Context: an optimization exercise on an open-source flow, tuned for small area. The choices shown serve that exercise and are no tape-out recipe.
Function was checked by simulation only, so behaviour that the tests miss may differ from the original.
Power and IR drop assume default switching activity.

--- flow/config.mk ---
export PLATFORM = sky130hd
export DESIGN_NAME = mbf_engine
export DESIGN_NICKNAME = mbf_engine
export VERILOG_FILES = /design/flow/design.v
export SDC_FILE = /design/flow/constraint.sdc
export NUM_CORES = 4
export LEC_CHECK = 0
export CAP_MARGIN = 20
export CORE_MARGIN = 2
export CORE_UTILIZATION = 40
export PLACE_DENSITY = 0.6
export SLEW_MARGIN = 20
--- flow/run.sh ---
#!/bin/bash
# synth_recipe.tcl (not shown) runs the flow's synth.tcl, then flattens the netlist and writes it again
# the make line also repeats each setting of config.mk as NAME=value (left out here)
make -C /OpenROAD-flow-scripts/flow DESIGN_CONFIG=/design/flow/config.mk WORK_HOME=/design/flow/orfs CLKGATE_MAP_FILE= SYNTH_SCRIPT=/design/flow/synth_recipe.tcl finish
--- flow/constraint.sdc ---
create_clock -name core_clock -period 10.0 [get_ports {clk}]
set_input_delay 2.0000 -clock core_clock [delete_from_list [all_inputs] [get_ports {clk}]]
set_output_delay 2.0000 -clock core_clock [all_outputs]
set_load 0.01 [all_outputs]
--- flow/design.v ---
module mbf_engine #(
    parameter NCH   = 3,
    parameter T_IFD = 8      
) (
    input  wire        clk,
    input  wire        rst,
    input  wire        wr_en,
    input  wire [11:0] wr_addr,
    input  wire [31:0] wr_data,
    input  wire        cmd_valid,
    output wire        cmd_ready,
    input  wire [31:0] cmd_word,
    input  wire [15:0] cmd_arg0,
    input  wire [15:0] cmd_arg1,
    output reg         cmd_done,
    output wire [3:0]  cmd_result,
    output wire        cmd_tid_valid,
    output wire [15:0] cmd_tid,
    input  wire        tick,
    input  wire        wm_valid,
    output wire        wm_ready,
    input  wire [15:0] wm_data,
    output wire        tx_valid,
    input  wire        tx_ready,
    output wire [7:0]  tx_data,
    output wire        tx_last,
    output wire [1:0]  tx_ch,
    input  wire        rx_valid,
    input  wire [7:0]  rx_data,
    input  wire        rx_last,
    input  wire        rx_err,
    input  wire        rx_err_io,
    output wire        open_req,
    output wire [1:0]  open_ch,
    output wire        open_kind,
    input  wire        open_ans_valid,
    input  wire [1:0]  open_ans,
    output reg         close_req,
    output wire [1:0]  close_ch,
    output reg         ev_valid,
    output wire [1:0]  ev_ch,
    output wire [3:0]  ev_outcome,
    output wire [15:0] ev_tid,
    output reg         ev_rsp_valid,
    output wire [7:0]  ev_rsp_unit,
    output wire [7:0]  ev_rsp_fc,
    output wire [15:0] ev_rsp_value,
    output wire [7:0]  ev_rsp_exc,
    output wire        busy,
    output reg         overrun,
    output reg         fatal,
    output reg         enable,
    output reg         mbx_valid,
    output wire [5:0]  ch_state
);
    localparam [3:0] O_OK = 4'd0, O_ILLEGAL = 4'd1, O_INVCOUNT = 4'd2,
                     O_BADSTATE = 4'd3, O_BADKIND = 4'd4, O_FATAL = 4'd5,
                     O_CONNERR = 4'd6, O_RESFAIL = 4'd7, O_IOERR = 4'd8,
                     O_TIMEDOUT = 4'd10, O_DECERR = 4'd11, O_UNSOL = 4'd12,
                     O_EXC = 4'd13;
    localparam [1:0] CS_CLOSED = 2'd0, CS_OPENING = 2'd1, CS_READY = 2'd2,
                     CS_FAILED = 2'd3;
    localparam [3:0] S_IDLE   = 4'd0,
                     S_CHECK  = 4'd1,
                     S_OPEN   = 4'd2,
                     S_TX     = 4'd3,
                     S_WMGET  = 4'd4,
                     S_RX     = 4'd5,
                     S_DEC    = 4'd6,
                     S_DELAY  = 4'd7,
                     S_CYCCH  = 4'd8,
                     S_CYCEND = 4'd9;
    localparam [3:0] C_NOP = 4'd0, C_OPEN = 4'd1, C_CLOSE = 4'd2,
                     C_COMMIT = 4'd3, C_RD = 4'd4, C_WS = 4'd5, C_WM = 4'd6,
                     C_CYCT = 4'd8, C_CYCC = 4'd9;
    localparam [1:0] ST_ACC = 2'd0, ST_DEC = 2'd1, ST_VEL = 2'd2;
    localparam [2:0] R_03 = 3'd0, R_06 = 3'd1, R_83 = 3'd2, R_86 = 3'd3,
                     R_90 = 3'd4, R_BAD = 3'd5, R_TMO = 3'd6, R_IOE = 3'd7;
    reg [7:0]  unit_id  [0:NCH-1];
    reg        kind     [0:NCH-1];
    reg [1:0]  cstate   [0:NCH-1];
    reg [15:0] tid      [0:NCH-1];
    reg [15:0] reg_acc  [0:NCH-1];    
    reg [15:0] reg_dec  [0:NCH-1];
    reg [15:0] reg_vel  [0:NCH-1];
    reg [15:0] stg_acc  [0:NCH-1];    
    reg [15:0] stg_dec  [0:NCH-1];
    reg [15:0] stg_vel  [0:NCH-1];
    reg [15:0] mbx_acc  [0:NCH-1];    
    reg [15:0] mbx_dec  [0:NCH-1];
    reg [15:0] mbx_vel  [0:NCH-1];
    reg [15:0] cyc_ra   [1:NCH-1];    
    reg [15:0] cyc_rd   [0:NCH-1];    
    reg [15:0] cyc_rv   [0:NCH-1];    
    reg [15:0] prev_vel [0:NCH-1];
    reg        prev_valid [0:NCH-1];
    reg        tick_pend;
    reg [3:0]  state;
    reg [3:0]  op;            
    reg [3:0]  res;           
    reg [1:0]  step;
    reg [1:0]  ch;
    reg [15:0] f_addr;        
    reg [15:0] f_arg;         
    reg [3:0]  idx;           
    reg        tid_ok;
    reg [2:0]  rcode;
    reg [7:0]  r_unit;
    reg [7:0]  r_x;           
    reg [7:0]  r_y;           
    assign busy      = (state != S_IDLE);
    assign cmd_ready = (state == S_IDLE) && !tick_pend;
    assign wm_ready  = (state == S_WMGET);
    genvar gc;
    generate
        for (gc = 0; gc < NCH; gc = gc + 1) begin : g_st
            assign ch_state[2*gc +: 2] = cstate[gc];
        end
    endgenerate
    wire in_cyc = op[3];
    wire [1:0] evch = (state == S_CYCCH || state == S_CYCEND) ? ch - 2'd1 : ch;
    reg [15:0] tid_m;
    always @(*) begin
        case (evch)
            2'd0:    tid_m = tid[0];
            2'd1:    tid_m = tid[1];
            default: tid_m = tid[2];
        endcase
    end
    wire [7:0] unit_c = unit_id[ch];
    wire       kind_c = kind[ch];
    wire [1:0] cst_c  = cstate[ch];
    assign open_req  = (state == S_OPEN);
    assign open_ch   = ch;
    assign open_kind = kind_c;
    assign close_ch  = ch;
    assign tx_ch     = ch;
    assign ev_ch     = evch;
    assign ev_tid    = tid_m;
    assign cmd_tid   = ev_valid ? tid_m : 16'd0;
    assign cmd_tid_valid = ev_valid;
    assign cmd_result = res;
    assign ev_outcome = res;
    wire       f_wm  = (op == C_WM);
    wire [7:0] f_fc  = (op == C_RD) ? 8'h03 : f_wm ? 8'h10 : 8'h06;
    wire [6:0] f_n   = f_arg[6:0];
    wire [7:0] f_l5  = {f_n, 1'b0} + 8'd7;
    wire       f_l4  = (f_n >= 7'd125);
    reg  [7:0] f_byte;
    always @(*) begin
        case (idx)
            4'd0:  f_byte = tid_m[15:8];
            4'd1:  f_byte = tid_m[7:0];
            4'd4:  f_byte = {7'd0, f_wm & f_l4};
            4'd5:  f_byte = f_wm ? f_l5 : 8'd6;
            4'd6:  f_byte = unit_c;
            4'd7:  f_byte = f_fc;
            4'd8:  f_byte = f_addr[15:8];
            4'd9:  f_byte = f_addr[7:0];
            4'd10: f_byte = f_arg[15:8];
            4'd11: f_byte = f_arg[7:0];
            4'd12: f_byte = {f_n, 1'b0};
            4'd13: f_byte = f_addr[15:8];
            4'd14: f_byte = f_addr[7:0];
            default: f_byte = 8'h00;
        endcase
    end
    assign tx_valid = (state == S_TX);
    assign tx_data  = f_byte;
    assign tx_last  = f_wm ? (idx == 4'd14 && f_n == 7'd0) : (idx == 4'd11);
    wire [7:0] w_op = cmd_word[31:24];
    wire [3:0] w_ch = cmd_word[19:16];
    reg  [3:0] w_cls;
    reg        w_legal, w_chan;
    always @(*) begin
        w_legal = 1'b1;
        w_chan  = 1'b1;
        w_cls   = C_NOP;
        case (w_op)
            8'h00: begin w_cls = C_NOP;    w_chan = 1'b0; end
            8'h01: w_cls = C_OPEN;
            8'h02: w_cls = C_CLOSE;
            8'h03: w_cls = C_RD;
            8'h06: w_cls = C_WS;
            8'h10: w_cls = C_WM;
            8'h20: begin w_cls = C_COMMIT; w_chan = 1'b0; end
            8'h21: begin w_cls = C_CYCC;   w_chan = 1'b0; end
            default: begin w_legal = 1'b0; w_chan = 1'b0; end
        endcase
    end
    wire [1:0] w_cst  = cstate[w_ch[1:0]];
    wire       w_kind = kind[w_ch[1:0]];
    wire       w_req  = (w_cls == C_RD) || (w_cls == C_WS) || (w_cls == C_WM);
    reg  [3:0] w_res;
    always @(*) begin
        w_res = O_OK;
        if (!w_legal || cmd_word[23:20] != 4'd0 || cmd_word[15:0] != 16'd0 ||
            (!w_chan && w_ch != 4'd0) || (w_chan && w_ch >= NCH))
            w_res = O_ILLEGAL;
        else if (fatal && w_cls != C_NOP)
            w_res = O_FATAL;
        else if ((w_cls == C_OPEN && w_cst != CS_CLOSED) ||
                 (w_req && w_cst != CS_READY))
            w_res = O_BADSTATE;
        else if (w_cls == C_RD && !w_kind)
            w_res = O_BADKIND;
        else if (w_cls == C_WM && (cmd_arg1 == 16'd0 || cmd_arg1 > 16'd127))
            w_res = O_INVCOUNT;
    end
    wire r_norm = (rcode == R_03) || (rcode == R_06);
    wire r_exc  = (rcode == R_83) || (rcode == R_86) || (rcode == R_90);
    reg  [3:0] dec_outcome;
    reg        dec_accept;
    always @(*) begin
        dec_accept = 1'b0;
        if (rcode == R_IOE)
            dec_outcome = O_IOERR;
        else if (rcode == R_TMO)
            dec_outcome = O_TIMEDOUT;
        else if (idx < 4'd9)
            dec_outcome = O_DECERR;
        else if (r_norm && idx < 4'd11)
            dec_outcome = O_DECERR;
        else if (!r_norm && !r_exc)
            dec_outcome = O_DECERR;
        else if (!tid_ok)
            dec_outcome = O_UNSOL;
        else begin
            dec_accept  = 1'b1;
            dec_outcome = r_exc ? O_EXC : O_OK;
        end
    end
    reg [7:0] r_fc;
    always @(*) begin
        case (rcode)
            R_03:    r_fc = 8'h03;
            R_06:    r_fc = 8'h06;
            R_83:    r_fc = 8'h83;
            R_86:    r_fc = 8'h86;
            default: r_fc = 8'h90;
        endcase
    end
    assign ev_rsp_unit  = r_unit;
    assign ev_rsp_fc    = r_fc;
    assign ev_rsp_value = r_norm ? {r_x, r_y} : 16'd0;
    assign ev_rsp_exc   = r_exc ? r_x : 8'd0;
    reg [2:0] rx_cls;
    always @(*) begin
        case (rx_data)
            8'h03:   rx_cls = R_03;
            8'h06:   rx_cls = R_06;
            8'h83:   rx_cls = R_83;
            8'h86:   rx_cls = R_86;
            8'h90:   rx_cls = R_90;
            default: rx_cls = R_BAD;
        endcase
    end
    wire [NCH-1:0] vel_new;
    generate
        for (gc = 0; gc < NCH; gc = gc + 1) begin : g_vn
            assign vel_new[gc] = !prev_valid[gc] || mbx_vel[gc] != prev_vel[gc];
        end
    endgenerate
    wire send_c = (cst_c == CS_READY) && vel_new[ch];
    wire take_cmd  = (state == S_IDLE) && !tick_pend && cmd_valid;
    wire start_cyc = ((state == S_IDLE) && tick_pend) ||
                     ((state == S_CHECK) && res == O_OK && op == C_CYCC);
    wire dly_end   = (state == S_DELAY) && (idx == T_IFD - 1);
    wire cyc_send  = (state == S_CYCCH) && send_c;
    wire wm_take   = (state == S_WMGET) && wm_valid;
    wire [1:0] nstep = (state == S_CYCCH) ? ST_ACC : step + 2'd1;
    wire       wr_ch_hit = wr_en && wr_addr[11:8] == 4'h1;
    wire [1:0] wr_ch     = wr_addr[7:6];
    wire [5:0] wr_off    = wr_addr[5:0];
    integer i;
    always @(posedge clk) begin
        if (rst) begin
            state     <= S_IDLE;
            tick_pend <= 1'b0;
            overrun   <= 1'b0;
            fatal     <= 1'b0;
            enable    <= 1'b0;
            mbx_valid <= 1'b0;
            cmd_done  <= 1'b0;
            close_req <= 1'b0;
            ev_valid  <= 1'b0;
            for (i = 0; i < NCH; i = i + 1) begin
                unit_id[i] <= 8'd0;
                kind[i]    <= 1'b0;
                cstate[i]  <= CS_CLOSED;
                tid[i]     <= 16'd0;
                reg_acc[i] <= 16'd0;
                reg_dec[i] <= 16'd0;
                reg_vel[i] <= 16'd0;
                stg_acc[i] <= 16'd0;
                stg_dec[i] <= 16'd0;
                stg_vel[i] <= 16'd0;
            end
        end else begin
            cmd_done  <= 1'b0;
            close_req <= 1'b0;
            ev_valid  <= 1'b0;
            if (wr_en && wr_addr == 12'h000)
                enable <= wr_data[0];
            for (i = 0; i < NCH; i = i + 1) begin
                if (wr_ch_hit && wr_ch == i) begin
                    case (wr_off)
                        6'h00: if (cstate[i] == CS_CLOSED) begin
                            unit_id[i] <= wr_data[7:0];
                            kind[i]    <= wr_data[8];
                        end
                        6'h08: begin
                            reg_acc[i] <= wr_data[15:0];
                            reg_dec[i] <= wr_data[31:16];
                        end
                        6'h0C: reg_vel[i] <= wr_data[15:0];
                        6'h18: begin
                            stg_acc[i] <= wr_data[15:0];
                            stg_dec[i] <= wr_data[31:16];
                        end
                        6'h1C: stg_vel[i] <= wr_data[15:0];
                        default: ;
                    endcase
                end
            end
            if (tick && enable && !fatal) begin
                if (tick_pend)
                    overrun <= 1'b1;
                else
                    tick_pend <= 1'b1;
            end
            if (wr_en && wr_addr == 12'h004 && wr_data[1])
                overrun <= 1'b0;
            if (ev_valid) begin
                for (i = 0; i < NCH; i = i + 1)
                    if (evch == i)
                        tid[i] <= tid_m + 16'd1;
            end
            case (state)
                S_IDLE: begin
                    if (tick_pend) begin
                        tick_pend <= 1'b0;
                        state     <= mbx_valid ? S_CYCCH : S_CYCEND;
                    end else if (cmd_valid) begin
                        state <= S_CHECK;
                    end
                end
                S_CHECK: begin
                    if (res != O_OK) begin
                        cmd_done <= 1'b1;
                        state    <= S_IDLE;
                    end else begin
                        case (op)
                            C_OPEN: begin
                                cstate[ch] <= CS_OPENING;
                                state      <= S_OPEN;
                            end
                            C_CLOSE: begin
                                if (cst_c != CS_CLOSED)
                                    close_req <= 1'b1;
                                cstate[ch] <= CS_CLOSED;
                                cmd_done   <= 1'b1;
                                state      <= S_IDLE;
                            end
                            C_RD, C_WS, C_WM: begin
                                state <= S_TX;
                            end
                            C_COMMIT: begin
                                mbx_valid <= 1'b1;
                                cmd_done  <= 1'b1;
                                state     <= S_IDLE;
                            end
                            C_CYCC: begin
                                state <= mbx_valid ? S_CYCCH : S_CYCEND;
                            end
                            default: begin
                                cmd_done <= 1'b1;
                                state    <= S_IDLE;
                            end
                        endcase
                    end
                end
                S_OPEN: begin
                    if (open_ans_valid) begin
                        cmd_done <= 1'b1;
                        state    <= S_IDLE;
                        case (open_ans)
                            2'd0: cstate[ch] <= CS_READY;
                            2'd1: cstate[ch] <= CS_FAILED;
                            default: begin
                                cstate[ch] <= CS_FAILED;
                                fatal      <= 1'b1;
                                tick_pend  <= 1'b0;
                            end
                        endcase
                    end
                end
                S_TX: begin
                    if (tx_ready) begin
                        if (tx_last)
                            state <= kind_c ? S_RX : S_DEC;
                        else if (f_wm && (idx == 4'd12 || idx == 4'd14))
                            state <= S_WMGET;
                    end
                end
                S_WMGET: begin
                    if (wm_valid)
                        state <= S_TX;
                end
                S_RX: begin
                    if (rx_err || (rx_valid && rx_last))
                        state <= S_DEC;
                end
                S_DEC: begin
                    ev_valid <= 1'b1;
                    if (in_cyc) begin
                        if (step == ST_VEL)
                            state <= (ch == NCH - 1) ? S_CYCEND : S_CYCCH;
                        else
                            state <= S_DELAY;
                    end else begin
                        cmd_done <= 1'b1;
                        state    <= S_IDLE;
                    end
                end
                S_DELAY: begin
                    if (dly_end)
                        state <= S_TX;
                end
                S_CYCCH: begin
                    if (send_c)
                        state <= S_TX;
                    else if (ch == NCH - 1)
                        state <= S_CYCEND;
                end
                S_CYCEND: begin
                    if (op == C_CYCC)
                        cmd_done <= 1'b1;
                    state <= S_IDLE;
                end
                default: state <= S_IDLE;
            endcase
        end
    end
    always @(posedge clk) begin
        if (take_cmd) begin
            op <= w_cls;
            ch <= w_ch[1:0];
        end
        if ((state == S_IDLE) && tick_pend) begin
            op <= C_CYCT;
            ch <= 2'd0;
        end
        if ((state == S_DEC) && in_cyc && step == ST_VEL)
            ch <= ch + 2'd1;
        if ((state == S_CYCCH) && !send_c)
            ch <= ch + 2'd1;
        if (take_cmd)
            res <= w_res;
        if ((state == S_OPEN) && open_ans_valid)
            res <= (open_ans == 2'd0) ? O_OK :
                   (open_ans == 2'd1) ? O_CONNERR : O_RESFAIL;
        if (state == S_DEC)
            res <= kind_c ? dec_outcome : O_OK;
        if (state == S_CYCEND)
            res <= O_OK;
        if (state == S_DEC)
            ev_rsp_valid <= kind_c & dec_accept;
        if (cyc_send || dly_end)
            step <= nstep;
        if (start_cyc) begin
            for (i = 1; i < NCH; i = i + 1)
                cyc_ra[i] <= reg_acc[i];
            for (i = 0; i < NCH; i = i + 1) begin
                cyc_rd[i] <= reg_dec[i];
                cyc_rv[i] <= reg_vel[i];
            end
        end
        if ((state == S_CHECK) && res == O_OK && op == C_COMMIT) begin
            for (i = 0; i < NCH; i = i + 1) begin
                mbx_acc[i] <= stg_acc[i];
                mbx_dec[i] <= stg_dec[i];
                mbx_vel[i] <= stg_vel[i];
            end
        end
        if ((state == S_OPEN) && open_ans_valid && open_ans == 2'd0)
            prev_valid[ch] <= 1'b0;
        if ((state == S_DEC) && in_cyc && step == ST_VEL) begin
            prev_vel[ch]   <= f_arg;
            prev_valid[ch] <= 1'b1;
        end
        if (take_cmd)
            f_addr <= cmd_arg0;
        else if (start_cyc)
            f_addr <= reg_acc[0];
        else if (cyc_send && ch != 2'd0)
            f_addr <= cyc_ra[ch];
        else if (dly_end)
            f_addr <= (step == ST_ACC) ? cyc_rd[ch] : cyc_rv[ch];
        else if (wm_take)
            f_addr <= wm_data;
        if (take_cmd)
            f_arg <= cmd_arg1;
        else if (cyc_send)
            f_arg <= mbx_acc[ch];
        else if (dly_end)
            f_arg <= (step == ST_ACC) ? mbx_dec[ch] : mbx_vel[ch];
        else if (wm_take)
            f_arg[6:0] <= f_n - 7'd1;
        if ((state == S_CHECK) || (state == S_CYCCH) || dly_end || (state == S_DEC))
            idx <= 4'd0;
        else if ((state == S_TX) && tx_ready) begin
            if (tx_last)
                idx <= 4'd0;
            else if (idx == 4'd14)
                idx <= 4'd13;
            else
                idx <= idx + 4'd1;
        end else if ((state == S_RX) && rx_valid && !rx_err) begin
            if (idx != 4'hF)
                idx <= idx + 4'd1;
        end else if (state == S_DELAY)
            idx <= idx + 4'd1;
        if ((state == S_TX) && tx_ready && tx_last)
            rcode <= R_BAD;
        if (state == S_RX) begin
            if (rx_err)
                rcode <= rx_err_io ? R_IOE : R_TMO;
            else if (rx_valid) begin
                case (idx)
                    4'd0:  tid_ok <= (rx_data == f_byte);
                    4'd1:  tid_ok <= tid_ok && (rx_data == f_byte);
                    4'd6:  r_unit <= rx_data;
                    4'd7:  rcode  <= rx_cls;
                    4'd8:  r_x    <= rx_data;
                    4'd9:  if (!r_exc) r_x <= rx_data;
                    4'd10: r_y    <= rx_data;
                    default: ;
                endcase
            end
        end
    end
endmodule
==> impl_metrics.tcl, run 1 <==
set metrics [dict create \
    final_nets 3466 \
    start_util_pct 40.28 \
    cp.required_ns 8.00 \
    min_period_ns 6.995 \
    drtIter0Drc 2185 \
    wl_um 102500 \
    synthCells 3161 \
    worst_slew_pin_slew_ns 1.161 \
    end_kind "output port" \
    setup_viol_count_final 0 \
    h-tree-depth 3 \
    grt_pass1_vias 23630 \
    ys_async_sr_fraction_pct 0 \
    fin_cells 4443 \
    max_freq_mhz 143.0 \
    dr.pass1.iters 6 \
    maxSlewViolCount 0 \
    fin_tns_setup_ns 0 \
    drive_above_1_share_pct 7.117 \
    drv_cap 0 \
    ctsResizeCount 0 \
    syn_area_per_cell_um2 10.43 \
    arrival_ns 5.00 \
    gp_congestion 0.8929 \
    vias_per_cell 5.598 \
    status "finished clean" \
    grt_usage_pct 23.65 \
    ir_worst_vdd_mv 0.1304 \
    ctsHoldBuffers 0 \
    synth-main-ff-cell "edfxtp_1" \
    post_cts.repair.setup_buffers 0 \
    cts_root_buf "clkbuf_16" \
    grt_pass1_wl_um 152700 \
    p_leak_nw 13.28 \
    yosysUniqueCellTypes 82 \
    holdCritPathClass "reg2reg" \
    cts_tree "built" \
    clock_latency_ns 0.64 \
    synth_edf_count 393 \
    io_pins 264 \
    core_um2 81850 \
    die_w_um 291.1 \
    numCtsBuffers 83 \
    grt_max_degree 113 \
    worst_hold_slack_ns 0.4224 \
    overflow 0 \
    drc 0 \
    worst-path-max-fanout 74 \
    r2r_slack_ns 5.24 \
    dp_hpwl_um 67540 \
    critPathKind "reg2out" \
    skew_ns 0.02389 \
    p_per_area_nw_per_um2 176.8 \
    start_kind "flip-flop" \
    vias 24870 \
    yosysWarnings 32 \
    drtAntennaViolNets 0 \
    rsz0062_at_grt "false" \
    slew_headroom_pct 22.33 \
    ys_ff_latch 785 \
    antenna_found_initial 5 \
    die_h_um 291.1 \
    post_drt_wl_per_cell_um 23.08 \
    finalCritPeriodShare_pct 69.95 \
    post-place-cells 4287 \
    placementRows 105 \
    syn_area_um2 32970 \
    clk_path_buf_depth 3 \
    path_clk_slew_ns 0.06 \
    port_buffers 260 \
    die-area_um2 84730 \
    synth_seq_area_share_pct 59.60 \
    area_growth_pct 18.75 \
    cts_num_sinks 785 \
    hold_viol 0 \
]
[cell usage after synthesis (9+ instances only)]
cell type / number / area [µm²]
ha_1: 18 / 225.2
and2_1: 39 / 244.0
nor4_1: 27 / 168.9
nor3_1: 39 / 195.2
or2_2: 9 / 56.30
o21ai_1: 17 / 85.08
inv_1: 34 / 127.6
nor2_1: 245 / 919.6
o21ai_0: 25 / 125.1
nor2b_1: 18 / 112.6
xnor2_1: 40 / 350.3
nand4_1: 20 / 125.1
edfxtp_1: 393 / 11800
nand3_1: 28 / 140.1
o31ai_1: 18 / 135.1
nand2b_1: 15 / 93.84
mux2i_1: 138 / 1381
o221a_2: 10 / 112.6
a22oi_1: 72 / 540.5
clkbuf_1: 224 / 840.8
a221oi_1: 55 / 481.7
buf_1: 13 / 48.80
a221o_1: 11 / 110.1
a211oi_1: 79 / 593.1
buf_4: 13 / 97.59
o22ai_1: 10 / 62.56
o211ai_1: 16 / 120.1
nand2_1: 573 / 2151
nand3b_1: 9 / 67.56
a211o_1: 18 / 157.7
a31oi_1: 13 / 81.33
a21oi_1: 325 / 1627
xor2_1: 41 / 359.1
and3_1: 32 / 200.2
dfxtp_1: 392 / 7848
[cells in the final DEF (no fill, tap or decap), types with 16 or more instances in the layout]
master,n
nand3_1,28
a211oi_1,79
buf_4,48
clkdlybuf4s50_1,258
edfxtp_1,393
nor2_1,230
inv_1,34
clkbuf_16,87
nand4_1,20
o21ai_1,17
nor3_1,37
o211ai_1,16
a211o_1,18
dfxtp_1,392
a221oi_1,55
a22oi_1,72
xor2_1,41
nor2b_1,18
clkbuf_1,27
a21oi_1,325
and3_1,31
o31ai_1,17
nand2_1,573
o21ai_0,25
nor4_1,27
xnor2_1,40
mux2i_1,137
and2_1,38
[power breakdown]
part           switching (W)  internal [W]
combinational       0.000268      0.000156
clock                0.00131       0.00177
sequential         0.0000403       0.00338
[cell type report]
cell class / count / area, µm²
clock buffer: 122 / 2382
timing repair buffer: 308 / 2963
tap: 1070 / 1339
multi-input combinational: 2084 / 12310
sequential: 785 / 19650
antenna: 1 / 2.502
clock inverter: 33 / 355.3
fill: 7530 / 42700
inverter: 40 / 150.1
[state kept, by name, summed over array words and instances, names as in the netlist, 16 cells and up, named ones only]
name      count
cyc_rd       48
cyc_rv       48
mbx_acc      48
mbx_dec      48
mbx_vel      48
prev_vel     48
reg_acc      48
reg_dec      48
reg_vel      48
stg_acc      48
stg_dec      48
stg_vel      48
tid          48
cyc_ra       32
unit_id      24
f_addr       16
f_arg        16
[cell families (layout without fill, tap and decap cells)]
family / after synthesis / after routing / share of synthesized area (%)
adder cells (fa/ha/maj): 18 / 18 / 0.6832
other: 1 / 4 / 0.01137
buffers and inverters: 294 / 503 / 3.511
AND/OR/NAND/NOR: 1104 / 1104 / 14.88
AO/OA/AOI/OAI: 736 / 736 / 14.70
XOR/XNOR: 81 / 81 / 2.152
flip-flops: 785 / 785 / 59.60
multiplexers: 142 / 142 / 4.463
[metrics by stage]
stage / utilization (%) / setup WS [ns] / instance area [µm²] / power (W)
2_1_floorplan: - / 3.904 / 32980 / 0.003674
3_3_place_gp: 44.48 / 3.924 / 36400 / 0.003907
3_5_place_dp: 44.48 / 3.847 / 36410 / 0.003907
4_1_cts: 47.83 / 3.145 / 39140 / 0.006962
5_1_grt: 47.83 / 2.846 / 39150 / 0.007116
6_report: 47.83 / 3.005 / 39150 / 0.006923
[layer usage]
metal / vias to the layer above / GRT usage [%] / part of all wire (%)
met3: 155 / 3.451 / 6.2
met2: 858 / 39.29 / 48
li1: 11670 / - / -
met1: 12190 / 32.23 / 44
met4: 2 / 6.521 / 2.4
met5: - / 0 / 0.0098
[final timing paths]
kind	to	depth (start not counted)	startpoint
min	mbx_acc[0][8]$_DFFE_PP_	0	stg_acc[0][8]$_SDFFE_PP0P_
min reg2reg	mbx_acc[0][8]$_DFFE_PP_	0	stg_acc[0][8]$_SDFFE_PP0P_
max	tx_data[7]	7	ch[1]$_DFFE_PN_
max reg2reg	tid[1][15]$_SDFFE_PP0P_	10	ch[1]$_DFFE_PN_
[worst max-delay path, cell delays in order, from the launching register on]
cell	delay, ns
edfxtp_1	0.77
inv_1	0.55
ha_2	0.50
buf_4	0.62
a211oi_1	0.15
a2111oi_0	0.75
o2111ai_1	0.42
clkdlybuf4s50_1	0.59
==> run 2, diff against run 1 <==
--- a/flow/design.v
+++ b/flow/design.v
@@ -104,9 +104,9 @@
     reg [15:0] f_arg;         
     reg [3:0]  idx;           
-    reg        tid_ok;
-    reg [2:0]  rcode;
-    reg [7:0]  r_unit;
-    reg [7:0]  r_x;           
-    reg [7:0]  r_y;           
+    wire       tid_ok = f_addr[11];
+    wire [2:0] rcode  = f_addr[10:8];
+    wire [7:0] r_unit = f_addr[7:0];
+    wire [7:0] r_x    = f_arg[15:8];    
+    wire [7:0] r_y    = f_arg[7:0];     
     assign busy      = (state != S_IDLE);
     assign cmd_ready = (state == S_IDLE) && !tick_pend;
@@ -285,16 +285,6 @@
             close_req <= 1'b0;
             ev_valid  <= 1'b0;
-            for (i = 0; i < NCH; i = i + 1) begin
-                unit_id[i] <= 8'd0;
-                kind[i]    <= 1'b0;
+            for (i = 0; i < NCH; i = i + 1)
                 cstate[i]  <= CS_CLOSED;
-                tid[i]     <= 16'd0;
-                reg_acc[i] <= 16'd0;
-                reg_dec[i] <= 16'd0;
-                reg_vel[i] <= 16'd0;
-                stg_acc[i] <= 16'd0;
-                stg_dec[i] <= 16'd0;
-                stg_vel[i] <= 16'd0;
-            end
         end else begin
             cmd_done  <= 1'b0;
@@ -303,25 +293,4 @@
             if (wr_en && wr_addr == 12'h000)
                 enable <= wr_data[0];
-            for (i = 0; i < NCH; i = i + 1) begin
-                if (wr_ch_hit && wr_ch == i) begin
-                    case (wr_off)
-                        6'h00: if (cstate[i] == CS_CLOSED) begin
-                            unit_id[i] <= wr_data[7:0];
-                            kind[i]    <= wr_data[8];
-                        end
-                        6'h08: begin
-                            reg_acc[i] <= wr_data[15:0];
-                            reg_dec[i] <= wr_data[31:16];
-                        end
-                        6'h0C: reg_vel[i] <= wr_data[15:0];
-                        6'h18: begin
-                            stg_acc[i] <= wr_data[15:0];
-                            stg_dec[i] <= wr_data[31:16];
-                        end
-                        6'h1C: stg_vel[i] <= wr_data[15:0];
-                        default: ;
-                    endcase
-                end
-            end
             if (tick && enable && !fatal) begin
                 if (tick_pend)
@@ -332,9 +301,4 @@
             if (wr_en && wr_addr == 12'h004 && wr_data[1])
                 overrun <= 1'b0;
-            if (ev_valid) begin
-                for (i = 0; i < NCH; i = i + 1)
-                    if (evch == i)
-                        tid[i] <= tid_m + 16'd1;
-            end
             case (state)
                 S_IDLE: begin
@@ -443,4 +407,58 @@
         end
     end
+    wire [31:0] wd     = rst ? 32'd0 : wr_data;
+    wire [15:0] tid_nx = rst ? 16'd0 : tid_m + 16'd1;
+    always @(posedge clk) begin
+        for (i = 0; i < NCH; i = i + 1) begin
+            if (rst || (wr_ch_hit && wr_ch == i && wr_off == 6'h00 &&
+                        cstate[i] == CS_CLOSED)) begin
+                unit_id[i] <= wd[7:0];
+                kind[i]    <= wd[8];
+            end
+            if (rst || (wr_ch_hit && wr_ch == i && wr_off == 6'h08)) begin
+                reg_acc[i] <= wd[15:0];
+                reg_dec[i] <= wd[31:16];
+            end
+            if (rst || (wr_ch_hit && wr_ch == i && wr_off == 6'h0C))
+                reg_vel[i] <= wd[15:0];
+            if (rst || (wr_ch_hit && wr_ch == i && wr_off == 6'h18)) begin
+                stg_acc[i] <= wd[15:0];
+                stg_dec[i] <= wd[31:16];
+            end
+            if (rst || (wr_ch_hit && wr_ch == i && wr_off == 6'h1C))
+                stg_vel[i] <= wd[15:0];
+            if (rst || (ev_valid && evch == i))
+                tid[i] <= tid_nx;
+        end
+    end
+    wire        sa_cmd = take_cmd;
+    wire        sa_st  = start_cyc;
+    wire        sa_wm  = wm_take;
+    wire [NCH-1:0] sa_ra, sa_rd, sa_rv;
+    generate
+        for (gc = 0; gc < NCH; gc = gc + 1) begin : g_sel
+            assign sa_ra[gc] = cyc_send && ch == gc;
+            assign sa_rd[gc] = dly_end && ch == gc && step == ST_ACC;
+            assign sa_rv[gc] = dly_end && ch == gc && step != ST_ACC;
+        end
+    endgenerate
+    reg [15:0] addr_d, arg_d;
+    always @(*) begin
+        addr_d = ({16{sa_cmd}} & cmd_arg0) | ({16{sa_st}} & reg_acc[0]) |
+                 ({16{sa_wm}} & wm_data);
+        arg_d  = ({16{sa_cmd}} & cmd_arg1) |
+                 ({16{sa_wm}} & {f_arg[15:7], f_n - 7'd1});
+        for (i = 0; i < NCH; i = i + 1) begin
+            if (i > 0)
+                addr_d = addr_d | ({16{sa_ra[i]}} & cyc_ra[i]);
+            addr_d = addr_d | ({16{sa_rd[i]}} & cyc_rd[i]) |
+                              ({16{sa_rv[i]}} & cyc_rv[i]);
+            arg_d  = arg_d  | ({16{sa_ra[i]}} & mbx_acc[i]) |
+                              ({16{sa_rd[i]}} & mbx_dec[i]) |
+                              ({16{sa_rv[i]}} & mbx_vel[i]);
+        end
+    end
+    wire addr_en = sa_cmd | sa_st | sa_wm | (|sa_ra[NCH-1:1]) | (|sa_rd) | (|sa_rv);
+    wire arg_en  = sa_cmd | sa_wm | (|sa_ra) | (|sa_rd) | (|sa_rv);
     always @(posedge clk) begin
         if (take_cmd) begin
@@ -487,25 +505,13 @@
             prev_valid[ch] <= 1'b0;
         if ((state == S_DEC) && in_cyc && step == ST_VEL) begin
-            prev_vel[ch]   <= f_arg;
             prev_valid[ch] <= 1'b1;
+            for (i = 0; i < NCH; i = i + 1)
+                if (ch == i)
+                    prev_vel[i] <= mbx_vel[i];
         end
-        if (take_cmd)
-            f_addr <= cmd_arg0;
-        else if (start_cyc)
-            f_addr <= reg_acc[0];
-        else if (cyc_send && ch != 2'd0)
-            f_addr <= cyc_ra[ch];
-        else if (dly_end)
-            f_addr <= (step == ST_ACC) ? cyc_rd[ch] : cyc_rv[ch];
-        else if (wm_take)
-            f_addr <= wm_data;
-        if (take_cmd)
-            f_arg <= cmd_arg1;
-        else if (cyc_send)
-            f_arg <= mbx_acc[ch];
-        else if (dly_end)
-            f_arg <= (step == ST_ACC) ? mbx_dec[ch] : mbx_vel[ch];
-        else if (wm_take)
-            f_arg[6:0] <= f_n - 7'd1;
+        if (addr_en)
+            f_addr <= addr_d;
+        if (arg_en)
+            f_arg <= arg_d;
         if ((state == S_CHECK) || (state == S_CYCCH) || dly_end || (state == S_DEC))
             idx <= 4'd0;
@@ -523,17 +529,17 @@
             idx <= idx + 4'd1;
         if ((state == S_TX) && tx_ready && tx_last)
-            rcode <= R_BAD;
+            f_addr[10:8] <= R_BAD;
         if (state == S_RX) begin
             if (rx_err)
-                rcode <= rx_err_io ? R_IOE : R_TMO;
+                f_addr[10:8] <= rx_err_io ? R_IOE : R_TMO;
             else if (rx_valid) begin
                 case (idx)
-                    4'd0:  tid_ok <= (rx_data == f_byte);
-                    4'd1:  tid_ok <= tid_ok && (rx_data == f_byte);
-                    4'd6:  r_unit <= rx_data;
-                    4'd7:  rcode  <= rx_cls;
-                    4'd8:  r_x    <= rx_data;
-                    4'd9:  if (!r_exc) r_x <= rx_data;
-                    4'd10: r_y    <= rx_data;
+                    4'd0:  f_addr[11]   <= (rx_data == f_byte);
+                    4'd1:  f_addr[11]   <= tid_ok && (rx_data == f_byte);
+                    4'd6:  f_addr[7:0]  <= rx_data;
+                    4'd7:  f_addr[10:8] <= rx_cls;
+                    4'd8:  f_arg[15:8]  <= rx_data;
+                    4'd9:  if (!r_exc) f_arg[15:8] <= rx_data;
+                    4'd10: f_arg[7:0]   <= rx_data;
                     default: ;
                 endcase
==> flow/flow/run.sh (new file) <==
#!/bin/bash
# Standard ORFS layout (the standard.sh, synthesis unchanged) with two
# layout choices: the port buffers use the smallest buffer, and clock tree
# synthesis uses clkbuf_8 with larger sink clusters and no dummy loads.
set -euo pipefail
cat >> config.mk <<'EOC'
export BUFFER_PORTS_ARGS = -buffer_cell sky130_fd_sc_hd__buf_1
export CTS_ARGS = -sink_clustering_enable -repair_clock_nets -dont_use_dummy_load -buf_list sky130_fd_sc_hd__clkbuf_8 -sink_clustering_size 16 -sink_clustering_max_diameter 60
EOC
bash standard.sh finish > flow_make.log 2>&1
==> flow/standard.sh (new file) <==
#!/bin/bash
# synth_recipe.tcl (not shown) runs the flow's synth.tcl, then flattens the netlist and writes it again
# the make line also repeats each setting of config.mk as NAME=value (left out here)
make -C /OpenROAD-flow-scripts/flow DESIGN_CONFIG=/design/flow/config.mk WORK_HOME=/design/flow/orfs CLKGATE_MAP_FILE= SYNTH_SCRIPT=/design/flow/synth_recipe.tcl "${@:-finish}"
--- a/flow/config.mk
+++ b/flow/config.mk
@@ -6,7 +6,10 @@
 export NUM_CORES = 4
 export LEC_CHECK = 0
-export CAP_MARGIN = 20
+export CAP_MARGIN = 0
 export CORE_MARGIN = 2
-export CORE_UTILIZATION = 40
-export PLACE_DENSITY = 0.6
-export SLEW_MARGIN = 20
+export CORE_UTILIZATION = 65
+export GPL_TIMING_DRIVEN = 0
+export PLACE_DENSITY = 0.75
+export SLEW_MARGIN = 0
+export BUFFER_PORTS_ARGS = -buffer_cell sky130_fd_sc_hd__buf_1
+export CTS_ARGS = -sink_clustering_enable -repair_clock_nets -dont_use_dummy_load -buf_list sky130_fd_sc_hd__clkbuf_8 -sink_clustering_size 16 -sink_clustering_max_diameter 60
removed: flow/run.sh
==> impl_metrics.tcl, run 2 <==
set metrics [dict create \
    met2_length_um 42130 \
    placementRows 79 \
    vias 20490 \
    grt_pass1_vias 19300 \
    wl_met1_um 34000 \
    ys_async_sr_fraction_pct 0 \
    setup_ws_ns 3.041 \
    drive_above_1_share_pct 8.979 \
    ctsHoldBuffers 0 \
    report.power.total_w 0.005716 \
    slew_headroom_pct -5.762 \
    grt_usage_pct 39.42 \
    synth_seq_area_share_pct 73.17 \
    placed_area_um2 32840 \
    fin_tns_setup_ns 0 \
    p_leak_nw 10.90 \
    yosysWarnings 17 \
    path_cells "clkinv_1, clkbuf_1, ha_1, clkbuf_1, buf_1, nor2_1, a211oi_1, a221oi_1, o211ai_1, a221o_1, buf_1" \
    cts_tree "built" \
    synthCells 2000 \
    post-place-cells 2900 \
    area_growth_pct 10.87 \
    synth_compound_area_share_pct 11.46 \
    synthXorXnorAreaFrac_pct 2.310 \
    synthSimpleGateAreaFrac_pct 9.063 \
    synth_top_cell_by_area "edfxtp_1" \
    wl_met3_um 12310 \
    synth_top_family_by_area "compound AO/OA/AOI/OAI gates" \
    ys_ff_latch 757 \
    end_kind "output port" \
    cts_root_buf "clkbuf_8" \
    maxSlewViolCount 29 \
    clk_path_buf_depth 3 \
    io_pins 264 \
    cts_num_sinks 757 \
    finalCritPeriodShare_pct 69.59 \
    dr.pass1.iters 8 \
    synth_edf_count 703 \
    drtAntennaViolNets 0 \
    fin_cells 2959 \
    synthAdderAreaFrac_pct 0.7425 \
    final_nets 2516 \
    drv_cap 2 \
    max_stage_delay_ns 0.73 \
    synth_most_common_cell "edfxtp_1" \
    design_area_um2 33630 \
    die_w_um 220.0 \
    clock_latency_ns 0.73 \
    fill_cells 3006 \
    synthMuxAreaShare_pct 0.6807 \
    top_layer "met5" \
    antenna_found_initial 4 \
    overflow 0 \
    ctsResizeCount 0 \
    hold_viol 0 \
    final_cell_mix "703 x edfxtp_1, 256 x buf_1, 122 x nor2_1" \
    gp_congestion 0.9595 \
    yosysUniqueCellTypes 97 \
    h-tree-depth 2 \
    wl_um 94600 \
    post_cts.repair.setup_buffers 0 \
    skew_ns 0.1309 \
    status "failed layout checks" \
    syn_area_per_cell_um2 15.17 \
    violations "max-capacitance violations, max-slew violations" \
    ir_worst_vdd_mv 0.1557 \
    cp.required_ns 8.00 \
    setup_viol_count_final 0 \
    grt_max_degree 59 \
    grt_pass1_wl_um 132100 \
    post_drt_wl_per_cell_um 31.97 \
    start_kind "flip-flop" \
    vias_per_cell 6.924 \
    critPathKind "reg2out" \
    worst-path-max-fanout 12 \
    synthTopCellsByCount "703 x edfxtp_1, 122 x nor2_1, 98 x clkbuf_1" \
    layout_commonest_cell "edfxtp_1" \
    numCtsBuffers 57 \
    synth.area.top_cells "edfxtp_1 70%, dfxtp_1 3.6%, a222oi_1 1.9%" \
    core_um2 46260 \
    min_period_ns 6.959 \
    arrival_ns 4.96 \
    r2r_slack_ns 4.53 \
    max_freq_mhz 143.7 \
    die-area_um2 48410 \
    drc 0 \
    cpMaxStageDelayCell "edfxtp_1" \
    port_buffers 252 \
    start_util_pct 65.57 \
    synth_top_area_share_pct 69.60 \
    synth-main-ff-cell "edfxtp_1" \
    holdCritPathClass "reg2reg" \
    p_per_area_nw_per_um2 170.0 \
    die_h_um 220.0 \
    dp_hpwl_um 69080 \
    syn_area_um2 30330 \
    rsz0062_at_grt "false" \
    path_clk_slew_ns 0.11 \
    worst_slew_pin_slew_ns 1.583 \
    pre_cts_ws_ns 3.907 \
    drtIter0Drc 3284 \
]
[run 2: cell count changes after synthesis, moves of 58 or more]
cell,delta
dfxtp_1,-338
mux2i_1,-132
nand2_1,-483
clkbuf_1,-126
a222oi_1,+58
nor2_1,-123
edfxtp_1,+310
a211oi_1,-69
a21oi_1,-256
[run 2: power breakdown]
part / leakage [nW] / total (W) / switching (W) / internal, W
sequential: 7.04 / 0.00372 / 0.0000968 / 0.00363
combinational: 3.44 / 0.000571 / 0.000390 / 0.000180
clock: 0.410 / 0.00142 / 0.000916 / 0.000507
total: 10.9 / 0.00572 / 0.00140 / 0.00431
[run 2: cell families (layout without fill, tap and decap cells)]
family | Yosys count | in the layout
flops | 757 | 757
simple gates | 515 | 515
compound gates | 441 | 441
buf+inv | 173 | 521
xor+xnor | 80 | 80
fa+ha+maj | 18 | 18
mux | 15 | 15
other cells | 1 | 5
[run 2: metal layers]
layer / GRT usage (%) / up-vias
met1: 53.48 / 10060
met4: 22.13 / 2
met2: 59.57 / 1623
li1: - / 8531
met3: 9.041 / 269
met5: 0 / -
[run 2: layout make-up]
class                           instances  area [µm²]  share of cell area [%]
Antenna cell                            2       5.005                 0.01488
Buffer                                132       624.3                   1.857
Tap cell                              607       759.5                   2.259
Multi-Input combinational cell       1072        7562                   22.49
Inverter                               41       156.4                  0.4651
Timing Repair Buffer                  291        1544                   4.591
Sequential cell                       757       22190                   65.99
Clock buffer                           57       784.5                   2.333
[run 2: critical path: cells and delay by family, from the launching register on]
family | cells | cell delay [ns]
buffers and inverters | 5 | 1.96
AOI/OAI and AO/OA | 4 | 1.02
DFF | 1 | 0.73
adders and majority gates | 1 | 0.46
and+or+nand+nor | 1 | 0.10
[run 2: worst paths after layout]
path                           start                endpoint  cells after the start
min reg2reg  reg_acc[2][3]$_DFFE_PP_  cyc_ra[2][3]$_DFFE_PN_                      0
max                  ch[1]$_DFFE_PN_              tx_data[7]                     11
max reg2reg          ch[1]$_DFFE_PN_        f_arg[2]$_DFF_P_                     10
min          reg_acc[2][3]$_DFFE_PP_  cyc_ra[2][3]$_DFFE_PN_                      0
[run 2: stage by stage]
stage | hold slack [ns] | util [%]
2_1_floorplan | 0.4003 | -
3_3_place_gp | 0.4002 | 69.28
3_5_place_dp | 0.4045 | 70.98
4_1_cts | 0.3631 | 72.68
5_1_grt | 0.3593 | 72.69
6_report | 0.3679 | 72.69
==> run 3, diff against run 2 <==
--- a/flow/config.mk
+++ b/flow/config.mk
@@ -6,10 +6,10 @@
 export NUM_CORES = 4
 export LEC_CHECK = 0
-export CAP_MARGIN = 0
+export CAP_MARGIN = 20
 export CORE_MARGIN = 2
 export CORE_UTILIZATION = 65
 export GPL_TIMING_DRIVEN = 0
 export PLACE_DENSITY = 0.75
-export SLEW_MARGIN = 0
+export SLEW_MARGIN = 20
 export BUFFER_PORTS_ARGS = -buffer_cell sky130_fd_sc_hd__buf_1
 export CTS_ARGS = -sink_clustering_enable -repair_clock_nets -dont_use_dummy_load -buf_list sky130_fd_sc_hd__clkbuf_8 -sink_clustering_size 16 -sink_clustering_max_diameter 60
==> impl_metrics.tcl, run 3 <==
set metrics [dict create \
    finalCritPeriodShare_pct 68.80 \
    path_clk_slew_ns 0.10 \
    hold_viol 0 \
    area_growth_pct 11.51 \
    n_antenna_cell 0 \
    ctsHoldBuffers 0 \
    die_h_um 220.0 \
    clock_latency_ns 0.71 \
    end_kind "output port" \
    syn_area_per_cell_um2 15.17 \
    yosysUniqueCellTypes 97 \
    final_nets 2525 \
    grt_use_met2_pct 60.94 \
    drtIter0Drc 3422 \
    drive_above_1_share_pct 9.750 \
    synth_top_area_share_pct 69.60 \
    drv_cap 0 \
    dp_hpwl_um 70650 \
    dr.pass1.iters 6 \
    worst_slew_pin_slew_ns 1.244 \
    maxSlewViolCount 0 \
    grt_util_met3_pct 8.806 \
    final_util_pct 73.11 \
    drtAntennaViolNets 0 \
    synth_top_cell_by_area "edfxtp_1" \
    post_cts.repair.setup_buffers 0 \
    fill_cells 2938 \
    slew_headroom_pct 17.09 \
    busiest_layer "met2" \
    ir_worst_vdd_mv 0.1648 \
    pre_cts_ws_ns 3.936 \
    overflow 0 \
    synth_seq_area_share_pct 73.17 \
    synthCells 2000 \
    drc 0 \
    min_period_ns 6.880 \
    holdCritPathClass "reg2reg" \
    final_cell_mix "703 x edfxtp_1, 256 x buf_1, 120 x nor2_1" \
    cp.required_ns 8.00 \
    skew_ns 0.08035 \
    rsz0062_at_grt "false" \
    gr-usage-met1_pct 53.72 \
    vias 20650 \
    post_drt_wl_per_cell_um 32.21 \
    critPathKind "reg2out" \
    die_w_um 220.0 \
    gp_congestion 0.9595 \
    ys_async_sr_fraction_pct 0 \
    h-tree-depth 2 \
    arrival_ns 4.88 \
    ctsResizeCount 0 \
    r2r_slack_ns 4.57 \
    layout_commonest_cell "edfxtp_1" \
    synth-main-ff-cell "edfxtp_1" \
    start_kind "flip-flop" \
    synth_most_common_cell "edfxtp_1" \
    setup_viol_count_final 0 \
    io_pins 264 \
    cts_root_buf "clkbuf_8" \
    numCtsBuffers 55 \
    cts_num_sinks 757 \
    fin_tns_setup_ns 0 \
    worst-path-max-fanout 12 \
    cts_tree "built" \
    setup_ws_ns 3.120 \
    status "finished clean" \
    antenna_found_initial 1 \
    max_freq_mhz 145.3 \
    start_util_pct 65.57 \
    grt_pass1_wl_um 133700 \
    die-area_um2 48410 \
    synth.area.top_cells "edfxtp_1 70%, dfxtp_1 3.6%, a222oi_1 1.9%" \
    report.power.total_w 0.005699 \
    worst_hold_slack_ns 0.3968 \
    ys_ff_latch 757 \
    synth_edf_count 703 \
    p_per_area_nw_per_um2 168.5 \
    grt_pass1_vias 19490 \
    p_leak_nw 10.99 \
    port_buffers 252 \
    clk_path_buf_depth 3 \
    placementRows 79 \
    grt_max_degree 51 \
    core_um2 46260 \
    yosysWarnings 17 \
    synthTopCellsByCount "703 x edfxtp_1, 122 x nor2_1, 98 x clkbuf_1" \
    wl_um 95540 \
    syn_area_um2 30330 \
    vias_per_cell 6.961 \
    grt_usage_pct 39.91 \
]
run 3: changes by cell type in the layout (fill, tap and decap cells not counted), sizes merged:
| cell | delta |
|---|---|
| buf | +11 |
| clkbuf | -2 |
| diode | -2 |
run 3: worst max-delay path: stages, from the launching register on:
cell	delay, ns
edfxtp_1	0.73
clkinv_1	0.52
clkbuf_1	0.48
ha_1	0.45
clkbuf_1	0.31
buf_1	0.50
a211oi_1	0.27
a221oi_1	0.29
o211ai_1	0.18
a221o_1	0.33
buf_1	0.15
run 3: per-stage QoR:
step	area (µm²)	instances
after global routing	33820	2966
after global placement	32050	2861
final	33820	2966
after floorplan	30340	2002
after detailed placement	33050	2911
after CTS	33810	2966
run 3: final cells by class:
class / count / area, µm² / share of cell area, %
well taps: 607 / 759.5 / 2.246
plain buffers: 132 / 624.3 / 1.846
multi-input cells: 1072 / 7614 / 22.51
repair buffers: 302 / 1719 / 5.083
clock buffers: 55 / 757.0 / 2.238
flip-flops and latches: 757 / 22190 / 65.61
inverters: 41 / 156.4 / 0.4624
run 3: logic make-up (layout without fill, tap and decap cells):
| family | count (synthesis) | after routing | synth area share, % |
|---|---|---|---|
| other | 1 | 3 | 0.01236 |
| xor gates and xnor gates | 80 | 80 | 2.310 |
| AOI/OAI and AO/OA | 441 | 441 | 11.46 |
| adders and majority gates | 18 | 18 | 0.7426 |
| and+or+nand+nor | 515 | 515 | 9.063 |
| DFF | 757 | 757 | 73.17 |
| muxes | 15 | 15 | 0.6807 |
| buffers and inverters | 173 | 530 | 2.562 |
run 3: routing by layer:
metal	up-vias	wire length, µm	part of all wire, %
met5	-	0	0
met1	10090	33730	35
met3	297	12690	13
li1	8542	-	-
met4	0	6376	6.7
met2	1713	42750	45
run 3: path summary, 6_finish.rpt:
kind | depth (start not counted) | end | from
min | 0 | mbx_vel[1][0]$_DFFE_PP_ | stg_vel[1][0]$_DFFE_PP_
max reg2reg | 12 | f_addr[14]$_DFFE_PN_ | ch[1]$_DFFE_PN_
min reg2reg | 0 | mbx_vel[1][0]$_DFFE_PP_ | stg_vel[1][0]$_DFFE_PP_
max | 10 | tx_data[4] | ch[1]$_DFFE_PN_
run 3: power breakdown:
group          switching (W)  internal [W]  total, W
clock               0.000906      0.000491   0.00140
sequential         0.0000962       0.00363   0.00372
combinational       0.000394      0.000188  0.000582
==> run 4, diff against run 3 <==
--- a/flow/design.v
+++ b/flow/design.v
@@ -103,5 +103,6 @@
     reg [15:0] f_addr;        
     reg [15:0] f_arg;         
-    reg [3:0]  idx;           
+    localparam IW = (T_IFD > 16) ? 16 : 4;
+    reg [IW-1:0] idx;         
     wire       tid_ok = f_addr[11];
     wire [2:0] rcode  = f_addr[10:8];
@@ -461,4 +462,28 @@
     wire addr_en = sa_cmd | sa_st | sa_wm | (|sa_ra[NCH-1:1]) | (|sa_rd) | (|sa_rv);
     wire arg_en  = sa_cmd | sa_wm | (|sa_ra) | (|sa_rd) | (|sa_rv);
+    wire rx_take = (state == S_RX) && rx_valid && !rx_err;
+    wire rx_fail = (state == S_RX) && rx_err;
+    wire tx_end  = (state == S_TX) && tx_ready && tx_last;
+    wire rc0  = rx_take && idx == 4'd0;
+    wire rc1  = rx_take && idx == 4'd1;
+    wire rc6  = rx_take && idx == 4'd6;
+    wire rc7  = rx_take && idx == 4'd7;
+    wire rc8  = rx_take && (idx == 4'd8 || (idx == 4'd9 && !r_exc));
+    wire rc10 = rx_take && idx == 4'd10;
+    wire tid_eq = (rx_data == f_byte);
+    wire [15:0] addr_hold = {{4{~addr_en}},
+                             ~(addr_en | rc0 | rc1),
+                             {3{~(addr_en | tx_end | rx_fail | rc7)}},
+                             {8{~(addr_en | rc6)}}};
+    wire [15:0] addr_nx = addr_d | (addr_hold & f_addr) |
+                          {4'd0,
+                           (rc0 & tid_eq) | (rc1 & tid_ok & tid_eq),
+                           ({3{tx_end}} & R_BAD) |
+                           ({3{rx_fail}} & (rx_err_io ? R_IOE : R_TMO)) |
+                           ({3{rc7}} & rx_cls),
+                           {8{rc6}} & rx_data};
+    wire [15:0] arg_hold = {{8{~(arg_en | rc8)}}, {8{~(arg_en | rc10)}}};
+    wire [15:0] arg_nx = arg_d | (arg_hold & f_arg) |
+                         {{8{rc8}} & rx_data, {8{rc10}} & rx_data};
     always @(posedge clk) begin
         if (take_cmd) begin
@@ -510,40 +535,20 @@
                     prev_vel[i] <= mbx_vel[i];
         end
-        if (addr_en)
-            f_addr <= addr_d;
-        if (arg_en)
-            f_arg <= arg_d;
+        f_addr <= addr_nx;
+        f_arg  <= arg_nx;
         if ((state == S_CHECK) || (state == S_CYCCH) || dly_end || (state == S_DEC))
-            idx <= 4'd0;
+            idx <= {IW{1'b0}};
         else if ((state == S_TX) && tx_ready) begin
             if (tx_last)
-                idx <= 4'd0;
+                idx <= {IW{1'b0}};
             else if (idx == 4'd14)
                 idx <= 4'd13;
             else
-                idx <= idx + 4'd1;
+                idx <= idx + 1'b1;
         end else if ((state == S_RX) && rx_valid && !rx_err) begin
             if (idx != 4'hF)
-                idx <= idx + 4'd1;
+                idx <= idx + 1'b1;
         end else if (state == S_DELAY)
-            idx <= idx + 4'd1;
-        if ((state == S_TX) && tx_ready && tx_last)
-            f_addr[10:8] <= R_BAD;
-        if (state == S_RX) begin
-            if (rx_err)
-                f_addr[10:8] <= rx_err_io ? R_IOE : R_TMO;
-            else if (rx_valid) begin
-                case (idx)
-                    4'd0:  f_addr[11]   <= (rx_data == f_byte);
-                    4'd1:  f_addr[11]   <= tid_ok && (rx_data == f_byte);
-                    4'd6:  f_addr[7:0]  <= rx_data;
-                    4'd7:  f_addr[10:8] <= rx_cls;
-                    4'd8:  f_arg[15:8]  <= rx_data;
-                    4'd9:  if (!r_exc) f_arg[15:8] <= rx_data;
-                    4'd10: f_arg[7:0]   <= rx_data;
-                    default: ;
-                endcase
-            end
-        end
+            idx <= idx + 1'b1;
     end
 endmodule
==> impl_metrics.tcl, run 4 <==
set metrics [dict create \
    status "finished clean" \
    grt_pass1_wl_um 129500 \
    syn_area_um2 30060 \
    p_leak_nw 10.90 \
    area_growth_pct 11.41 \
    synth_most_common_cell "edfxtp_1" \
    min_period_ns 7.262 \
    fin_tns_setup_ns 0 \
    p_per_area_nw_per_um2 169.7 \
    arrival_ns 5.26 \
    core_um2 45480 \
    cts_num_sinks 757 \
    yosysWarnings 17 \
    yosysUniqueCellTypes 87 \
    end_kind "output port" \
    drtAntennaViolNets 0 \
    synth_top_area_share_pct 69.83 \
    synthTopCellsByCount "699 x edfxtp_1, 98 x nor2_1, 93 x nand2_1" \
    rsz0062_at_grt "false" \
    maxSlewViolCount 0 \
    worst-path-max-fanout 11 \
    final_cell_mix "699 x edfxtp_1, 265 x buf_1, 97 x nor2_1" \
    die_w_um 219.0 \
    h-tree-depth 2 \
    report.power.total_w 0.005682 \
    setup.worst_path.start "ch[0]$_DFFE_PN_" \
    setup_viol_count_final 0 \
    dr.pass1.iters 9 \
    wl_um 93020 \
    path_clk_slew_ns 0.10 \
    cts_root_buf "clkbuf_8" \
    hold_viol 0 \
    synth_top_cell_by_area "edfxtp_1" \
    timing.rr.start "ch[0]$_DFFE_PN_" \
    slew_headroom_pct 16.62 \
    drv_cap 0 \
    final_nets 2497 \
    clock_latency_ns 0.72 \
    placementRows 78 \
    die_h_um 219.0 \
    max_freq_mhz 137.7 \
    fin_cells 2932 \
    drive_above_1_share_pct 8.927 \
    ir_worst_vdd_mv 0.2022 \
    worst_slew_pin_slew_ns 1.248 \
    io_pins 264 \
    synth.area.top_cells "edfxtp_1 70%, dfxtp_1 3.9%, a222oi_1 1.9%" \
    dp_hpwl_um 67530 \
    holdCritPathClass "reg2reg" \
    vias_per_cell 6.905 \
    post_cts.repair.setup_buffers 0 \
    layout_commonest_cell "edfxtp_1" \
    synth_seq_area_share_pct 73.70 \
    die-area_um2 47980 \
    vias 20240 \
    synthCells 1973 \
    grt_pass1_vias 19040 \
    ys_ff_latch 757 \
    syn_area_per_cell_um2 15.23 \
    post-place-cells 2874 \
    gp_congestion 1.006 \
    cp.required_ns 8.00 \
    clk_path_buf_depth 3 \
    drc 0 \
    grt_max_degree 53 \
    post_drt_wl_per_cell_um 31.72 \
    ys_async_sr_fraction_pct 0 \
    overflow 0 \
    grt_usage_pct 38.74 \
    finalCritPeriodShare_pct 72.62 \
    ctsResizeCount 0 \
    start_kind "flip-flop" \
    numCtsBuffers 56 \
    synth_edf_count 699 \
    min_from "reg_dec[2][11]$_DFFE_PP_" \
    critPathKind "reg2out" \
    port_buffers 256 \
    cts_tree "built" \
    start_util_pct 66.09 \
    drtIter0Drc 3157 \
    ctsHoldBuffers 0 \
    synth-main-ff-cell "edfxtp_1" \
    skew_ns 0.07768 \
    antenna_found_initial 5 \
]
-- run 4: worst max-delay path, cell delays in order (launching register included) --
cell	delay [ns]
edfxtp_1	0.53
buf_2	0.33
clkinv_1	0.42
buf_1	0.45
ha_1	0.41
clkbuf_1	0.45
inv_1	0.29
mux2i_4	0.50
buf_6	0.24
nor2_1	0.05
a21oi_1	0.40
a221o_1	0.32
buf_1	0.17
-- run 4: metal layers --
metal / share of wire [%] / GRT usage, %
met1: 36 / 52.82
met2: 45 / 59.29
met3: 14 / 10.15
met4: 5.2 / 17.66
met5: 0.018 / 0
-- run 4: per-stage QoR --
step           hold slack, ns  util, %  instance area [µm²]  setup slack [ns]
6_report               0.3950    73.64                33490             2.738
5_1_grt                0.4117    73.63                33490             2.581
4_1_cts                0.3931    73.58                33460             2.746
3_5_place_dp           0.4045    71.89                32690             3.465
3_3_place_gp           0.4001    69.87                31780            0.9273
2_1_floorplan          0.4003        -                30070             3.806
-- run 4: cells by family (layout without fill, tap and decap cells) --
group | count (synthesis) | after routing | synth area share, %
AO/OA/AOI/OAI | 421 | 421 | 10.86
XOR/XNOR | 82 | 82 | 2.389
adder cells (fa/ha/maj) | 19 | 19 | 0.7909
buffers and inverters | 158 | 513 | 2.339
flip-flops | 757 | 757 | 73.70
multiplexers | 9 | 9 | 0.5120
other | 1 | 5 | 0.01248
AND/OR/NAND/NOR | 526 | 526 | 9.395
-- run 4: cell type report --
type                       instances  area (µm²)
sequential                       757       22150
clock buffer                      56       770.7
fill                            2939       11990
multi-input combinational       1060        7473
buffer                           124       581.8
tap                              600       750.7
timing repair buffer             299        1628
inverter                          34       127.6
antenna                            2       5.005
-- run 4: where the power goes --
| group | internal, W | switching (W) | leakage [nW] |
|---|---|---|---|
| registers | 0.00362 | 0.0000942 | 7.04 |
| logic | 0.000173 | 0.000382 | 3.46 |
| clock network | 0.000499 | 0.000911 | 0.403 |
| total | 0.00429 | 0.00139 | 10.9 |
-- run 4: worst paths after layout --
check             slack [ns]  depth (start not counted)                 endpoint
setup / recovery        2.74                         12               tx_data[5]
setup reg to reg        4.44                         11         f_arg[0]$_DFF_P_
hold / removal          0.40                          0  cyc_rd[2][11]$_DFFE_PN_
hold reg to reg         0.40                          0  cyc_rd[2][11]$_DFFE_PN_
==> run 5, diff against run 4 <==
--- a/flow/config.mk
+++ b/flow/config.mk
@@ -8,7 +8,7 @@
 export CAP_MARGIN = 20
 export CORE_MARGIN = 2
-export CORE_UTILIZATION = 65
+export CORE_UTILIZATION = 70
 export GPL_TIMING_DRIVEN = 0
-export PLACE_DENSITY = 0.75
+export PLACE_DENSITY = 0.8
 export SLEW_MARGIN = 20
 export BUFFER_PORTS_ARGS = -buffer_cell sky130_fd_sc_hd__buf_1
==> impl_metrics.tcl, run 5 <==
set metrics [dict create \
    clkPwrFrac_pct 25.2 \
    grt_usage_pct 44.70 \
    antenna_found_initial 6 \
    synth.area.top_cells "edfxtp_1 70%, dfxtp_1 3.9%, a222oi_1 1.9%" \
    internal-power_w 0.004303 \
    synthTopCellsByCount "699 x edfxtp_1, 98 x nor2_1, 93 x nand2_1" \
    holdCritPathClass "reg2reg" \
    core_um2 42130 \
    ctsHoldBuffers 0 \
    clk_path_buf_depth 3 \
    final_cell_mix "699 x edfxtp_1, 265 x buf_1, 97 x nor2_1" \
    finalCritPeriodShare_pct 73.61 \
    r2r_slack_ns 4.17 \
    post_drt_wl_per_cell_um 34.36 \
    cts_tree "built" \
    end_kind "output port" \
    grt_pass1_vias 20600 \
    die_h_um 211.2 \
    worst-path-max-fanout 11 \
    yosysUniqueCellTypes 87 \
    synth_top_cell_by_area "edfxtp_1" \
    layout_commonest_cell "edfxtp_1" \
    vias_per_cell 7.409 \
    drv_cap 0 \
    fin_tns_setup_ns 0 \
    worst_slew_pin_slew_ns 1.293 \
    cts_root_buf "clkbuf_8" \
    p_per_area_nw_per_um2 171.3 \
    synthCells 1973 \
    syn_area_um2 30060 \
    h-tree-depth 2 \
    syn_area_per_cell_um2 15.23 \
    dp_hpwl_um 69030 \
    max_freq_mhz 135.8 \
    synth_edf_count 699 \
    io_pins 264 \
    reg2reg_depth 11 \
    r2r-end "f_arg[0]$_DFF_P_" \
    grt_pass1_wl_um 139200 \
    overflow 0 \
    cts_num_sinks 757 \
    start_kind "flip-flop" \
    post_cts.repair.setup_buffers 0 \
    drtAntennaViolNets 0 \
    path_clk_slew_ns 0.10 \
    p_leak_nw 10.88 \
    min_from "stg_acc[1][4]$_DFFE_PP_" \
    drive_above_1_share_pct 8.978 \
    area_growth_pct 11.06 \
    rsz0062_at_grt "false" \
    setup_viol_count_final 0 \
    start_util_pct 71.34 \
    timing.rr.start "ch[0]$_DFFE_PN_" \
    hold_path_depth 0 \
    ir_worst_vdd_mv 0.2461 \
    drtIter0Drc 3785 \
    seqPwrFrac_pct 65.1 \
    p_comb_share_pct 9.7 \
    yosysWarnings 17 \
    die_w_um 211.2 \
    grt_max_degree 59 \
    hold_viol 0 \
    synth-main-ff-cell "edfxtp_1" \
    gp_congestion 0.9897 \
    synth_seq_area_share_pct 73.70 \
    p_sw_w 0.001414 \
    hold_end "mbx_acc[1][4]$_DFFE_PP_" \
    final_nets 2495 \
    synth_most_common_cell "edfxtp_1" \
    vias 21290 \
    maxSlewViolCount 0 \
    fin_cells 2874 \
    min_period_ns 7.361 \
    die-area_um2 44610 \
    arrival_ns 5.36 \
    p_sw_share_pct 24.73 \
    ys_ff_latch 757 \
    synth_top_area_share_pct 69.83 \
    drc 0 \
    status "finished clean" \
    wl_um 98750 \
    slew_headroom_pct 13.63 \
    clock_latency_ns 0.74 \
    ys_async_sr_fraction_pct 0 \
    critPathKind "reg2out" \
    placementRows 75 \
    dr.pass1.iters 7 \
    skew_ns 0.1036 \
    port_buffers 256 \
    cp.required_ns 8.00 \
    post-place-cells 2809 \
    numCtsBuffers 57 \
    ctsResizeCount 0 \
]
-- run 5: worst max-delay path, stage by stage (launching register included) --
cell	delay, ns
edfxtp_1	0.53
buf_2	0.33
clkinv_1	0.47
buf_1	0.45
ha_1	0.40
clkbuf_1	0.48
inv_1	0.31
mux2i_4	0.50
buf_6	0.24
nor2_1	0.05
a21oi_1	0.41
a221o_1	0.33
buf_1	0.18
-- run 5: routing by layer --
layer | vias up | part of all wire [%] | track usage (%)
met5 | - | 0 | 0
met4 | 0 | 6.7 | 25.91
met3 | 417 | 16 | 12.91
met2 | 2212 | 45 | 67.93
met1 | 10220 | 32 | 58.39
li1 | 8448 | - | -
-- run 5: through the flow --
stage / power [W] / setup slack [ns] / util, % / instance area [µm²] / hold WS (ns)
floorplan: 0.004021 / 3.806 / - / 30070 / 0.4003
global placement: 0.004267 / 1.265 / 75.24 / 31700 / 0.4000
detailed placement: 0.004315 / 3.454 / 77.23 / 32540 / 0.4045
CTS: 0.005674 / 2.719 / 79.09 / 33320 / 0.4122
global route: 0.005822 / 2.555 / 79.19 / 33370 / 0.4232
finish: 0.005717 / 2.639 / 79.22 / 33380 / 0.4125
-- run 5: final cells by class --
class | instances | area, µm²
Sequential cell | 757 | 22150
Fill cell | 2271 | 8753
Multi-Input combinational cell | 1060 | 7478
Timing Repair Buffer | 296 | 1564
Clock buffer | 57 | 784.5
Tap cell | 539 | 674.4
Buffer | 124 | 583.1
Inverter | 34 | 127.6
Antenna cell | 7 | 17.52
-- run 5: power by group through the flow --
| stage | clock network [W] | logic, W | registers, W |
|---|---|---|---|
| CTS | 0.00142 | 0.000535 | 0.00371 |
| floorplan | 0 | 0.000284 | 0.00374 |
| finish | 0.00144 | 0.000555 | 0.00372 |
| global route | 0.00152 | 0.000578 | 0.00373 |
| detailed placement | 0 | 0.000531 | 0.00378 |
| global placement | 0 | 0.000489 | 0.00378 |
-- run 5: how the worst max path moves through the flow --
| stage | start | endpoint | slack (ns) | cells past startpoint |
|---|---|---|---|---|
| after floorplan | res[0]$_SDFFE_PP0P_ | f_addr[7]$_DFF_P_ | 3.81 | 8 |
| after global placement | res[0]$_SDFFE_PP0P_ | f_addr[7]$_DFF_P_ | 1.27 | 8 |
| after detailed placement | ch[0]$_DFFE_PN_ | tx_data[6] | 3.45 | 11 |
| after CTS | ch[0]$_DFFE_PN_ | tx_data[6] | 2.72 | 11 |
| after global routing | ch[0]$_DFFE_PN_ | tx_data[5] | 2.56 | 12 |
| final | ch[0]$_DFFE_PN_ | tx_data[7] | 2.64 | 12 |
-- run 5: kinds of logic after synthesis --
family / synth area share (%)
AO/OA/AOI/OAI: 10.86
flip-flops: 73.70
adder cells (fa/ha/maj): 0.7909
AND/OR/NAND/NOR: 9.395
multiplexers: 0.5120
XOR/XNOR: 2.389
other: 0.01248
buffers and inverters: 2.339

==> static timing again, ports no longer ideal <==
The results above use ideal ports. As a check the final layouts listed here were re-extracted and re-timed, cells and wires unchanged.
Step 1: set_driving_cell puts a clkbuf_16 on clk and a buf_2 on each other input, an assumption about the parent block.
Step 2, shift: input delay + t, output delay - t, t = (earliest + latest rising clock arrival at the registers) / 2. This alone moves slack from input paths to output paths.
a / b / c = ideal / step 1 / step 2; a / b = the first two.
run | t (ns) | setup slack, ns | worst setup path at the end | slew at the worst register clock pin (ns)
run 1 | 0.693 | 3.005 / 2.944 / 3.637 | register to output | 0.06 / 0.06
run 2 | 0.730 | 3.041 / 2.981 / 3.711 | register to output | 0.11 / 0.11
run 3 | 0.733 | 3.120 / 3.058 / 3.791 | register to output | 0.11 / 0.11
run 4 | 0.733 | 2.738 / 2.682 / 3.415 | register to output | 0.11 / 0.11
run 5 | 0.742 | 2.639 / 2.585 / 3.327 | register to output | 0.11 / 0.11
